This design comes from an exercise in tuning for small area, a short achievable clock period and few clock cycles per item on the open sky130 flow, not from production work. RTL that was checked went through simulation tests only; none was proved equivalent to the original. No activity file was given, so power comes from the tool's default toggle rates.

==> inputs of willow <==
// cnetz_rxdec
module cnetz_rxdec (
    input  wire         clk,
    input  wire         rst,           
    input  wire         in_valid,
    output wire         in_ready,
    input  wire [149:0] in_frame,
    output reg          out_valid,
    input  wire         out_ready,
    output reg  [2:0]   out_stat,      
    output wire [63:0]  out_payload,
    output wire [5:0]   out_pad,
    output wire [19:0]  out_eflags,    
    output wire [4:0]   out_errcnt
);
    localparam [2:0] ST_OK        = 3'd1;
    localparam [2:0] ST_CORRECTED = 3'd2;
    localparam [2:0] ST_UNCORR    = 3'd3;
    localparam [2:0] ST_IDLE      = 3'd4;
    wire [14:0] word [0:9];
    wire [6:0]  data [0:9];
    wire [1:0]  code [0:9];
    genvar g, c;
    generate
        for (g = 0; g < 10; g = g + 1) begin : lane
            for (c = 0; c < 15; c = c + 1) begin : bitmap
                assign word[g][14-c] = in_frame[149 - (10*c + g)];
  ...
Settings: LEC_CHECK=0, CAP_MARGIN=20, CORE_MARGIN=2, CORE_UTILIZATION=40, SLEW_MARGIN=20, SYNTH_HIERARCHICAL=1, SYNTH_MINIMUM_KEEP_SIZE=0; clock period 10.0 ns.
standard.sh (not shown) runs the stock make flow with config.mk's settings and CLKGATE_MAP_FILE= SYNTH_SCRIPT=/design/flow/synth_recipe.tcl, a recipe that flattens the netlist after the stock synthesis.
==> flow/flow/run.sh <==
#!/bin/bash
# The standard layout (standard.sh), with plain buf_1 cells as the port buffers.
export BUFFER_PORTS_ARGS="-buffer_cell sky130_fd_sc_hd__buf_1"
bash standard.sh > standard_run.log 2>&1
==> nickel (differences from willow) <==
--- a/flow/design.v
+++ b/flow/design.v
@@ -119,18 +119,18 @@
 module cnetz_a21o (input wire a, input wire b, input wire c, output wire y);
     assign y = (a & b) | c;
 endmodule
 module cnetz_a31oi (input wire a, input wire b, input wire c, input wire d, output wire y);
     assign y = ~((a & b & c) | d);
 endmodule
+module cnetz_maj (input wire a, input wire b, input wire c, output wire y);
+    assign y = (a & b) | (a & c) | (b & c);
+endmodule
 module cnetz_nand2 (input wire a, input wire b, output wire y);
     assign y = ~(a & b);
 endmodule
-module cnetz_nand3 (input wire a, input wire b, input wire c, output wire y);
-    assign y = ~(a & b & c);
-endmodule
 module cnetz_nand4 (input wire a, input wire b, input wire c, input wire d, output wire y);
     assign y = ~(a & b & c & d);
 endmodule
 module cnetz_nor2 (input wire a, input wire b, output wire y);
     assign y = ~(a | b);
 endmodule
@@ -250,68 +250,41 @@
     cnetz_x2 ue17 (.a(a[8]), .b(a[9]), .y(ps[12]));
     wire e18; cnetz_x2 ue18 (.a(b[8]), .b(b[9]), .y(e18));
     cnetz_a21o ue19 (.a(a[8]), .b(a[9]), .c(e18), .y(ps[13]));
     cnetz_a2 ue20 (.a(b[8]), .b(b[9]), .y(ps[14]));
     wire e21; cnetz_x2 ue21 (.a(ps[0]), .b(ps[3]), .y(e21));
     wire e22; cnetz_x2 ue22 (.a(e21), .b(ps[6]), .y(e22));
-    wire e23; cnetz_nand2 ue23 (.a(ps[0]), .b(ps[3]), .y(e23));
-    wire e24; cnetz_nand2 ue24 (.a(ps[0]), .b(ps[6]), .y(e24));
-    wire e25; cnetz_nand2 ue25 (.a(ps[3]), .b(ps[6]), .y(e25));
-    wire e26; cnetz_nand3 ue26 (.a(e23), .b(e24), .c(e25), .y(e26));
-    wire e27; cnetz_x2 ue27 (.a(ps[9]), .b(ps[12]), .y(e27));
-    cnetz_x2 ue28 (.a(e27), .b(e22), .y(o[0]));
-    wire e29; cnetz_nand2 ue29 (.a(ps[9]), .b(ps[12]), .y(e29));
-    wire e30; cnetz_nand2 ue30 (.a(ps[9]), .b(e22), .y(e30));
-    wire e31; cnetz_nand2 ue31 (.a(ps[12]), .b(e22), .y(e31));
-    wire e32; cnetz_nand3 ue32 (.a(e29), .b(e30), .c(e31), .y(e32));
-    wire e33; cnetz_x2 ue33 (.a(ps[1]), .b(ps[4]), .y(e33));
-    wire e34; cnetz_x2 ue34 (.a(e33), .b(ps[7]), .y(e34));
-    wire e35; cnetz_nand2 ue35 (.a(ps[1]), .b(ps[4]), .y(e35));
-    wire e36; cnetz_nand2 ue36 (.a(ps[1]), .b(ps[7]), .y(e36));
-    wire e37; cnetz_nand2 ue37 (.a(ps[4]), .b(ps[7]), .y(e37));
-    wire e38; cnetz_nand3 ue38 (.a(e35), .b(e36), .c(e37), .y(e38));
-    wire e39; cnetz_x2 ue39 (.a(ps[10]), .b(ps[13]), .y(e39));
-    wire e40; cnetz_x2 ue40 (.a(e39), .b(e26), .y(e40));
-    wire e41; cnetz_nand2 ue41 (.a(ps[10]), .b(ps[13]), .y(e41));
-    wire e42; cnetz_nand2 ue42 (.a(ps[10]), .b(e26), .y(e42));
-    wire e43; cnetz_nand2 ue43 (.a(ps[13]), .b(e26), .y(e43));
-    wire e44; cnetz_nand3 ue44 (.a(e41), .b(e42), .c(e43), .y(e44));
-    wire e45; cnetz_x2 ue45 (.a(e34), .b(e40), .y(e45));
-    cnetz_x2 ue46 (.a(e45), .b(e32), .y(o[1]));
-    wire e47; cnetz_nand2 ue47 (.a(e34), .b(e40), .y(e47));
-    wire e48; cnetz_nand2 ue48 (.a(e34), .b(e32), .y(e48));
-    wire e49; cnetz_nand2 ue49 (.a(e40), .b(e32), .y(e49));
-    wire e50; cnetz_nand3 ue50 (.a(e47), .b(e48), .c(e49), .y(e50));
-    wire e51; cnetz_x2 ue51 (.a(ps[2]), .b(ps[5]), .y(e51));
-    wire e52; cnetz_x2 ue52 (.a(e51), .b(ps[8]), .y(e52));
-    wire e53; cnetz_nand2 ue53 (.a(ps[2]), .b(ps[5]), .y(e53));
-    wire e54; cnetz_nand2 ue54 (.a(ps[2]), .b(ps[8]), .y(e54));
-    wire e55; cnetz_nand2 ue55 (.a(ps[5]), .b(ps[8]), .y(e55));
-    wire e56; cnetz_nand3 ue56 (.a(e53), .b(e54), .c(e55), .y(e56));
-    wire e57; cnetz_x2 ue57 (.a(ps[11]), .b(ps[14]), .y(e57));
-    wire e58; cnetz_x2 ue58 (.a(e57), .b(e52), .y(e58));
-    wire e59; cnetz_nand2 ue59 (.a(ps[11]), .b(ps[14]), .y(e59));
-    wire e60; cnetz_nand2 ue60 (.a(ps[11]), .b(e52), .y(e60));
-    wire e61; cnetz_nand2 ue61 (.a(ps[14]), .b(e52), .y(e61));
-    wire e62; cnetz_nand3 ue62 (.a(e59), .b(e60), .c(e61), .y(e62));
-    wire e63; cnetz_x2 ue63 (.a(e38), .b(e44), .y(e63));
-    wire e64; cnetz_x2 ue64 (.a(e63), .b(e58), .y(e64));
-    wire e65; cnetz_nand2 ue65 (.a(e38), .b(e44), .y(e65));
-    wire e66; cnetz_nand2 ue66 (.a(e38), .b(e58), .y(e66));
-    wire e67; cnetz_nand2 ue67 (.a(e44), .b(e58), .y(e67));
-    wire e68; cnetz_nand3 ue68 (.a(e65), .b(e66), .c(e67), .y(e68));
-    wire e69; cnetz_x2 ue69 (.a(e56), .b(e62), .y(e69));
-    wire e70; cnetz_x2 ue70 (.a(e69), .b(e68), .y(e70));
-    wire e71; cnetz_nand2 ue71 (.a(e56), .b(e62), .y(e71));
-    wire e72; cnetz_nand2 ue72 (.a(e56), .b(e68), .y(e72));
-    wire e73; cnetz_nand2 ue73 (.a(e62), .b(e68), .y(e73));
-    wire e74; cnetz_nand3 ue74 (.a(e71), .b(e72), .c(e73), .y(e74));
-    cnetz_x2 ue75 (.a(e64), .b(e50), .y(o[2]));
-    wire e76; cnetz_a2 ue76 (.a(e64), .b(e50), .y(e76));
-    cnetz_x2 ue77 (.a(e70), .b(e76), .y(o[3]));
-    cnetz_a21o ue78 (.a(e70), .b(e76), .c(e74), .y(o[4]));
+    wire e23; cnetz_maj ue23 (.a(ps[0]), .b(ps[3]), .c(ps[6]), .y(e23));
+    wire e24; cnetz_x2 ue24 (.a(ps[9]), .b(ps[12]), .y(e24));
+    cnetz_x2 ue25 (.a(e24), .b(e22), .y(o[0]));
+    wire e26; cnetz_maj ue26 (.a(ps[9]), .b(ps[12]), .c(e22), .y(e26));
+    wire e27; cnetz_x2 ue27 (.a(ps[1]), .b(ps[4]), .y(e27));
+    wire e28; cnetz_x2 ue28 (.a(e27), .b(ps[7]), .y(e28));
+    wire e29; cnetz_maj ue29 (.a(ps[1]), .b(ps[4]), .c(ps[7]), .y(e29));
+    wire e30; cnetz_x2 ue30 (.a(ps[10]), .b(ps[13]), .y(e30));
+    wire e31; cnetz_x2 ue31 (.a(e30), .b(e23), .y(e31));
+    wire e32; cnetz_maj ue32 (.a(ps[10]), .b(ps[13]), .c(e23), .y(e32));
+    wire e33; cnetz_x2 ue33 (.a(e28), .b(e31), .y(e33));
+    cnetz_x2 ue34 (.a(e33), .b(e26), .y(o[1]));
+    wire e35; cnetz_maj ue35 (.a(e28), .b(e31), .c(e26), .y(e35));
+    wire e36; cnetz_x2 ue36 (.a(ps[2]), .b(ps[5]), .y(e36));
+    wire e37; cnetz_x2 ue37 (.a(e36), .b(ps[8]), .y(e37));
+    wire e38; cnetz_maj ue38 (.a(ps[2]), .b(ps[5]), .c(ps[8]), .y(e38));
+    wire e39; cnetz_x2 ue39 (.a(ps[11]), .b(ps[14]), .y(e39));
+    wire e40; cnetz_x2 ue40 (.a(e39), .b(e37), .y(e40));
+    wire e41; cnetz_maj ue41 (.a(ps[11]), .b(ps[14]), .c(e37), .y(e41));
+    wire e42; cnetz_x2 ue42 (.a(e29), .b(e32), .y(e42));
+    wire e43; cnetz_x2 ue43 (.a(e42), .b(e40), .y(e43));
+    wire e44; cnetz_maj ue44 (.a(e29), .b(e32), .c(e40), .y(e44));
+    wire e45; cnetz_x2 ue45 (.a(e38), .b(e41), .y(e45));
+    wire e46; cnetz_x2 ue46 (.a(e45), .b(e44), .y(e46));
+    wire e47; cnetz_maj ue47 (.a(e38), .b(e41), .c(e44), .y(e47));
+    cnetz_x2 ue48 (.a(e43), .b(e35), .y(o[2]));
+    wire e49; cnetz_a2 ue49 (.a(e43), .b(e35), .y(e49));
+    cnetz_x2 ue50 (.a(e46), .b(e49), .y(o[3]));
+    cnetz_a21o ue51 (.a(e46), .b(e49), .c(e47), .y(o[4]));
 endmodule
 module cnetz_idle (input wire [63:0] p, output wire idle);
     wire i1; cnetz_nand4 ui1 (.a(p[0]), .b(p[1]), .c(p[2]), .d(p[3]), .y(i1));
     wire i2; cnetz_nand4 ui2 (.a(p[4]), .b(p[5]), .c(p[6]), .d(p[7]), .y(i2));
     wire i3; cnetz_nand4 ui3 (.a(p[8]), .b(p[9]), .c(p[10]), .d(p[11]), .y(i3));
     wire i4; cnetz_nand4 ui4 (.a(p[12]), .b(p[13]), .c(p[14]), .d(p[15]), .y(i4));
==> harbor (differences from willow) <==
--- a/flow/design.v
+++ b/flow/design.v
@@ -260,47 +260,47 @@
     wire e27; cnetz_x2 ue27 (.a(ps[9]), .b(ps[12]), .y(e27));
     cnetz_x2 ue28 (.a(e27), .b(e22), .y(o[0]));
     wire e29; cnetz_nand2 ue29 (.a(ps[9]), .b(ps[12]), .y(e29));
     wire e30; cnetz_nand2 ue30 (.a(ps[9]), .b(e22), .y(e30));
     wire e31; cnetz_nand2 ue31 (.a(ps[12]), .b(e22), .y(e31));
     wire e32; cnetz_nand3 ue32 (.a(e29), .b(e30), .c(e31), .y(e32));
-    wire e33; cnetz_x2 ue33 (.a(ps[1]), .b(ps[4]), .y(e33));
-    wire e34; cnetz_x2 ue34 (.a(e33), .b(ps[7]), .y(e34));
-    wire e35; cnetz_nand2 ue35 (.a(ps[1]), .b(ps[4]), .y(e35));
-    wire e36; cnetz_nand2 ue36 (.a(ps[1]), .b(ps[7]), .y(e36));
-    wire e37; cnetz_nand2 ue37 (.a(ps[4]), .b(ps[7]), .y(e37));
+    wire e33; cnetz_x2 ue33 (.a(e26), .b(ps[1]), .y(e33));
+    wire e34; cnetz_x2 ue34 (.a(e33), .b(ps[4]), .y(e34));
+    wire e35; cnetz_nand2 ue35 (.a(e26), .b(ps[1]), .y(e35));
+    wire e36; cnetz_nand2 ue36 (.a(e26), .b(ps[4]), .y(e36));
+    wire e37; cnetz_nand2 ue37 (.a(ps[1]), .b(ps[4]), .y(e37));
     wire e38; cnetz_nand3 ue38 (.a(e35), .b(e36), .c(e37), .y(e38));
-    wire e39; cnetz_x2 ue39 (.a(ps[10]), .b(ps[13]), .y(e39));
-    wire e40; cnetz_x2 ue40 (.a(e39), .b(e26), .y(e40));
-    wire e41; cnetz_nand2 ue41 (.a(ps[10]), .b(ps[13]), .y(e41));
-    wire e42; cnetz_nand2 ue42 (.a(ps[10]), .b(e26), .y(e42));
-    wire e43; cnetz_nand2 ue43 (.a(ps[13]), .b(e26), .y(e43));
+    wire e39; cnetz_x2 ue39 (.a(ps[7]), .b(ps[10]), .y(e39));
+    wire e40; cnetz_x2 ue40 (.a(e39), .b(ps[13]), .y(e40));
+    wire e41; cnetz_nand2 ue41 (.a(ps[7]), .b(ps[10]), .y(e41));
+    wire e42; cnetz_nand2 ue42 (.a(ps[7]), .b(ps[13]), .y(e42));
+    wire e43; cnetz_nand2 ue43 (.a(ps[10]), .b(ps[13]), .y(e43));
     wire e44; cnetz_nand3 ue44 (.a(e41), .b(e42), .c(e43), .y(e44));
-    wire e45; cnetz_x2 ue45 (.a(e34), .b(e40), .y(e45));
-    cnetz_x2 ue46 (.a(e45), .b(e32), .y(o[1]));
-    wire e47; cnetz_nand2 ue47 (.a(e34), .b(e40), .y(e47));
-    wire e48; cnetz_nand2 ue48 (.a(e34), .b(e32), .y(e48));
-    wire e49; cnetz_nand2 ue49 (.a(e40), .b(e32), .y(e49));
+    wire e45; cnetz_x2 ue45 (.a(e32), .b(e34), .y(e45));
+    cnetz_x2 ue46 (.a(e45), .b(e40), .y(o[1]));
+    wire e47; cnetz_nand2 ue47 (.a(e32), .b(e34), .y(e47));
+    wire e48; cnetz_nand2 ue48 (.a(e32), .b(e40), .y(e48));
+    wire e49; cnetz_nand2 ue49 (.a(e34), .b(e40), .y(e49));
     wire e50; cnetz_nand3 ue50 (.a(e47), .b(e48), .c(e49), .y(e50));
     wire e51; cnetz_x2 ue51 (.a(ps[2]), .b(ps[5]), .y(e51));
     wire e52; cnetz_x2 ue52 (.a(e51), .b(ps[8]), .y(e52));
     wire e53; cnetz_nand2 ue53 (.a(ps[2]), .b(ps[5]), .y(e53));
     wire e54; cnetz_nand2 ue54 (.a(ps[2]), .b(ps[8]), .y(e54));
     wire e55; cnetz_nand2 ue55 (.a(ps[5]), .b(ps[8]), .y(e55));
     wire e56; cnetz_nand3 ue56 (.a(e53), .b(e54), .c(e55), .y(e56));
     wire e57; cnetz_x2 ue57 (.a(ps[11]), .b(ps[14]), .y(e57));
-    wire e58; cnetz_x2 ue58 (.a(e57), .b(e52), .y(e58));
+    wire e58; cnetz_x2 ue58 (.a(e57), .b(e38), .y(e58));
     wire e59; cnetz_nand2 ue59 (.a(ps[11]), .b(ps[14]), .y(e59));
-    wire e60; cnetz_nand2 ue60 (.a(ps[11]), .b(e52), .y(e60));
-    wire e61; cnetz_nand2 ue61 (.a(ps[14]), .b(e52), .y(e61));
+    wire e60; cnetz_nand2 ue60 (.a(ps[11]), .b(e38), .y(e60));
+    wire e61; cnetz_nand2 ue61 (.a(ps[14]), .b(e38), .y(e61));
     wire e62; cnetz_nand3 ue62 (.a(e59), .b(e60), .c(e61), .y(e62));
-    wire e63; cnetz_x2 ue63 (.a(e38), .b(e44), .y(e63));
+    wire e63; cnetz_x2 ue63 (.a(e44), .b(e52), .y(e63));
     wire e64; cnetz_x2 ue64 (.a(e63), .b(e58), .y(e64));
-    wire e65; cnetz_nand2 ue65 (.a(e38), .b(e44), .y(e65));
-    wire e66; cnetz_nand2 ue66 (.a(e38), .b(e58), .y(e66));
-    wire e67; cnetz_nand2 ue67 (.a(e44), .b(e58), .y(e67));
+    wire e65; cnetz_nand2 ue65 (.a(e44), .b(e52), .y(e65));
+    wire e66; cnetz_nand2 ue66 (.a(e44), .b(e58), .y(e66));
+    wire e67; cnetz_nand2 ue67 (.a(e52), .b(e58), .y(e67));
     wire e68; cnetz_nand3 ue68 (.a(e65), .b(e66), .c(e67), .y(e68));
     wire e69; cnetz_x2 ue69 (.a(e56), .b(e62), .y(e69));
     wire e70; cnetz_x2 ue70 (.a(e69), .b(e68), .y(e70));
     wire e71; cnetz_nand2 ue71 (.a(e56), .b(e62), .y(e71));
     wire e72; cnetz_nand2 ue72 (.a(e56), .b(e68), .y(e72));
     wire e73; cnetz_nand2 ue73 (.a(e62), .b(e68), .y(e73));
==> run summary <==
harbor finished clean. nickel ran to the end with no violations. willow completed without violations. Between nickel and willow, the lower final cell count is in nickel (gap 1.4%, measured against willow). Utilization: nickel < harbor < willow. Die area: nickel is lower than willow (about 0.4%). Of harbor and willow, harbor has the higher critical path depth (gap 1). In area after synthesis, willow and harbor do not differ.
==> figures <==
| item | harbor | nickel | willow |
|---|---|---|---|
| Result of the run | timing/DRC/antenna clean | timing/DRC/antenna clean | timing/DRC/antenna clean |
| Width of the die | 172 um | 171 um | 172 um |
| Comb pwr share | 70.3% | 69.1% | 69.6% |
| Number of standard cells after synthesis | 1251 | 1224 | 1251 |
| Actual transition at the worst max-transition pin | 0.860 ns | 0.861 ns | 0.836 ns |
| Clock network fraction of total power | 8.1% | 9.0% | 9.1% |
| Reg2reg setup slack | 8.12 ns | 8.11 ns | 8.03 ns |
| Area of the multi-input gates | 8530 sq um | 8490 sq um | 8530 sq um |
| Routed length on met1 | 13600 um | 13300 um | 13100 um |
| End point of the critical path | out_errcnt[3] | out_errcnt[4] | out_errcnt[3] |
| End-of-flow core utilization | 46.8% | 46.7% | 46.9% |
Testbench counts of willow, summed over its fixed seeds: cycles 4,008, items 4,000.
For nickel and harbor, only the layout was checked, not whether the RTL still works.

==> afterwards: timing with drivers on the ports <==
The flow's constraints put no driver on any port. The routed layouts listed below were extracted and timed again, unchanged, in two steps. Step 1 (the two cells are an assumption about what drives the block):
set clk [get_ports {clk}]
set_driving_cell -lib_cell sky130_fd_sc_hd__clkbuf_16 $clk
set_driving_cell -lib_cell sky130_fd_sc_hd__buf_2 [delete_from_list [all_inputs] $clk]
Step 2 adds t to the input delays and takes it off the output delays; t is the mean of the earliest and latest rising clock arrival at the registers after step 1. Input paths then give back, and output paths get back, about the clock's delay inside the block. Slacks: ideal / step 1 / step 2; pairs: ideal / step 1.
| run | shift t [ns] | setup WS [ns] | latest minus earliest clock arrival (ns) | slew at the worst register clock pin (ns) | pins driven straight from the clock port |
|---|---|---|---|---|---|
| willow | 0.381 | 5.355 / 5.316 / 5.112 | 0.009 / 0.009 | 0.07 / 0.07 | 1 |
| nickel | 0.388 | 5.231 / 5.189 / 5.199 | 0.014 / 0.014 | 0.08 / 0.08 | 1 |
| harbor | 0.401 | 5.190 / 5.142 / 5.139 | 0.008 / 0.008 | 0.07 / 0.07 | 1 |
After both steps setup and hold are still met in every run listed. For willow, which loses most, drivers alone change the setup slack by -0.039 ns; drivers and shift together by -0.243 ns.
